This is an optimization exercise on Yosys and OpenROAD, whose aim is small area, a short achievable clock period and few clock cycles, not a production implementation.
The RTL was checked by simulation tests, not by an equivalence proof against the original design.
Power figures rest on the tool's default switching activity, not on a simulated workload.

==> run R: inputs <==
==> flow/design.v (excerpt) <==
module ckf (
    input  wire         clk,
    input  wire         rst,
    input  wire         cmd_valid,
    output wire         cmd_ready,
    input  wire [31:0]  cmd_word,
    input  wire [7:0]   cmd_len,
    input  wire         din_valid,
    output wire         din_ready,
    input  wire [7:0]   din_data,
    output wire         done,
    output wire [7:0]   lrc,
    output wire [15:0]  crc,
    output wire [15:0]  crcout,
    output wire [15:0]  status,
    output wire [31:0]  frm,
    output wire [5:0]   out_len,
    output wire [303:0] out_data,
    output wire [5:0]   rx_len,
    output wire [255:0] rx_data
);
export LEC_CHECK = 0
export CAP_MARGIN = 20
export CORE_MARGIN = 2
export CORE_UTILIZATION = 40
export SETUP_SLACK_MARGIN = 5
export SLEW_MARGIN = 20
create_clock -name core_clock -period 8.0 [get_ports {clk}]
standard.sh (not shown) runs the stock make flow with config.mk's settings and CLKGATE_MAP_FILE= SYNTH_SCRIPT=/design/flow/synth_recipe.tcl, a recipe that flattens the netlist after the stock synthesis.
==> flow/flow/run.sh <==
#!/bin/bash
# Layout flow: the standard flow (standard.sh), unchanged synthesis, with
# the port buffers made of sky130_fd_sc_hd__buf_2 cells (buffer_ports
# -buffer_cell) instead of the cell buffer_ports picks by default.
# Each step's output goes to a log file of its own in this folder, and ORFS
# keeps its per-step logs under orfs/logs.
set -uo pipefail
bash standard.sh synth > synth.log 2>&1 || { echo "synth failed"; exit 1; }
bash standard.sh "BUFFER_PORTS_ARGS=-buffer_cell sky130_fd_sc_hd__buf_2" finish > layout.log 2>&1 || { echo "layout failed"; tail -30 layout.log; exit 1; }
echo "flow done"
==> run X (differences from run R) <==
--- a/flow/design.v
+++ b/flow/design.v
@@ -236,14 +236,15 @@
     end
     wire rx_ovf     = app_ovf && !n_z;
     wire ldec_pass  = n_lt5 || !stx_ok;
     wire ldec_len   = !lhi_ok || !llo_ok;
     wire ldec_sum   = (tl_fin != 8'h00);
     wire ldec_succ  = k_lrc_dec && !ldec_pass && !ldec_len && etx_ok && !ldec_sum;
     wire cdec_succ  = k_crc_dec && !n_lt6 && clen_ok && crc_ok;
+    wire [5:0] ol_sum = n + (k_lrc_enc ? 6'd5 : k_crc_enc ? 6'd6 : k_lrc_dec ? 6'd59 : 6'd58);
     reg [3:0] r_err;
     reg       r_ok, r_pass;
     always @(*) begin
         r_err = 4'h0; r_ok = 1'b1; r_pass = 1'b0;
         if (e_ill) begin
             r_err = 4'h7; r_ok = 1'b0;
         end else if (e_long) begin
@@ -312,15 +313,18 @@
         for (gi = 0; gi < RXBUF_CAP; gi = gi + 1) begin : g_rb
             always @(posedge clk)
                 if (w_rx && wp == gi) rb[gi] <= din_q;
         end
     endgenerate
     wire       app_c = commit_q && k_rx_append && !n_z && !app_ovf;
     wire       clr_c = commit_q && k_rx_clear;
-    wire [7:0] rb0_n = (w_rx && wp == 6'd0) ? din_q : rb[0];
+    reg        b0_din;
+    always @(posedge clk)
+        if (first_q) b0_din <= (rx_len_r == 6'd0) && (n == 6'd1);
+    wire [7:0] rb0_a = b0_din ? din_q : rb[0];
     function [2:0] tier_of;      
         input [5:0] len;
         input [7:0] b;
         begin
             tier_of = 3'b000;
             if (len != 6'd0) begin
                 if (b == 8'h04) begin
@@ -331,16 +335,16 @@
                     tier_of = 3'b101;
                 end else if ({3'b000, len} >= {1'b0, b} + 9'd4) begin
                     tier_of = 3'b111;
                 end
             end
         end
     endfunction
-    wire [2:0] tier_keep = tier_of(rx_len_r, rb0_n);
-    wire [2:0] tier_app  = tier_of(app_sum[5:0], rb0_n);
+    wire [2:0] tier_keep = tier_of(rx_len_r, rb[0]);
+    wire [2:0] tier_app  = tier_of(app_sum[5:0], rb0_a);
     always @(posedge clk) begin
         if (rst || clr_c) begin
             rx_len_r   <= 6'd0;
             complete_r <= 1'b0;
             tier_r     <= 2'd0;
         end else if (app_c) begin
             rx_len_r   <= app_sum[5:0];
@@ -371,18 +375,16 @@
                 if (k_lrc_calc) lrc_r <= tl_fin;
                 if (k_crc_init) crc_r <= 16'hFFFF;
                 if (k_crc_calc) crc_r <= tc_fin;
                 if (k_lrc_dec) frm_r <= ldec_succ ? {26'd0, n - 6'd5} : 32'd0;
                 if (k_crc_dec) frm_r <= cdec_succ ? {ob[3], ob[2], ob[1], ob[0]} : 32'd0;
                 if (k_lrc_calc) out_len_r <= 6'd1;
                 if (k_crc_calc) out_len_r <= 6'd2;
-                if (k_lrc_enc)  out_len_r <= n + 6'd5;
-                if (k_crc_enc)  out_len_r <= n + 6'd6;
-                if (k_lrc_dec)  out_len_r <= ldec_succ ? n - 6'd5 : n;
-                if (k_crc_dec)  out_len_r <= cdec_succ ? n - 6'd6 : n;
+                if (k_lrc_enc || k_crc_enc) out_len_r <= ol_sum;
+                if (k_lrc_dec || k_crc_dec) out_len_r <= (ldec_succ || cdec_succ) ? ol_sum : n;
             end
         end
     end
     assign lrc     = lrc_r;
     assign crc     = crc_r;
     assign crcout  = ~crc_r;
     assign status  = {7'd0, tier_r, complete_r, pass_r, ok_r, err_r};
==> flow/flow/run.sh (replaced) <==
#!/bin/bash
# Layout flow: the standard flow (standard.sh), unchanged synthesis, with
# the port buffers made of sky130_fd_sc_hd__buf_1 cells (buffer_ports
# -buffer_cell) instead of the cell buffer_ports picks by default.
# Each step's output goes to a log file of its own in this folder, and ORFS
# keeps its per-step logs under orfs/logs.
set -uo pipefail
bash standard.sh synth > synth.log 2>&1 || { echo "synth failed"; exit 1; }
bash standard.sh "BUFFER_PORTS_ARGS=-buffer_cell sky130_fd_sc_hd__buf_1" finish > layout.log 2>&1 || { echo "layout failed"; tail -30 layout.log; exit 1; }
echo "flow done"
CORE_UTILIZATION = 55   (was 40)
CTS_CLUSTER_DIAMETER = 150   (was default)
CTS_CLUSTER_SIZE = 20   (was default)
==> summary of the runs <==
Run R ran to the end with no violations. Run X completed with no timing, DRC or antenna violations.
Global-route usage: run R is lower than run X (11 points).
Between run X and run R, the lower flip-flop and latch count is in run R (gap 1).
Against run R, the power of run X is smaller by 16%.
Core utilization: run R is lower than run X (14 points).
Register-to-register slack: run X is better than run R (0.03 ns).
Between run R and run X, the lower wire length is in run R (gap about 2%, measured against run X).
Of run R and run X, run X has the higher via count (gap about 7%, measured against run X).
Combinational power: run X is smaller than run R (7.3%).
In critical path depth, run R and run X do not differ.
Testbench counts of run R, summed over its fixed seeds: cycles 49,920.
Testbench counts of run X, summed over its fixed seeds: cycles 49,920.

==> re-timing with driven ports <==
In the flow no input, the clock included, has a driving cell. The finished layouts below were timed again as built, in two steps.
Step 1 assumes that a clkbuf_16 drives the clock port and a buf_2 every other input.
Step 2 times the ports against the registers' clock, not the clock port: input delays grow and output delays shrink by t, the midpoint of the rising clock arrivals with the driver on.
a / b / c = ideal ports / drivers / drivers and shift; a / b = the first two.
| run | t (ns) | slack for setup (ns) | hold slack, ns | worst setup path at the end |
|---|---|---|---|---|
| run R | 0.704 | 5.014 / 4.943 / 4.371 | 0.447 / 0.447 / 0.447 | input to register |
| run X | 0.684 | 4.961 / 4.891 / 4.401 | 0.456 / 0.456 / 0.456 | input to register |
After both steps setup and hold are still met in every run listed. The setup slack of run R, which loses most, moves by -0.071 ns with the drivers and by -0.643 ns with both steps.
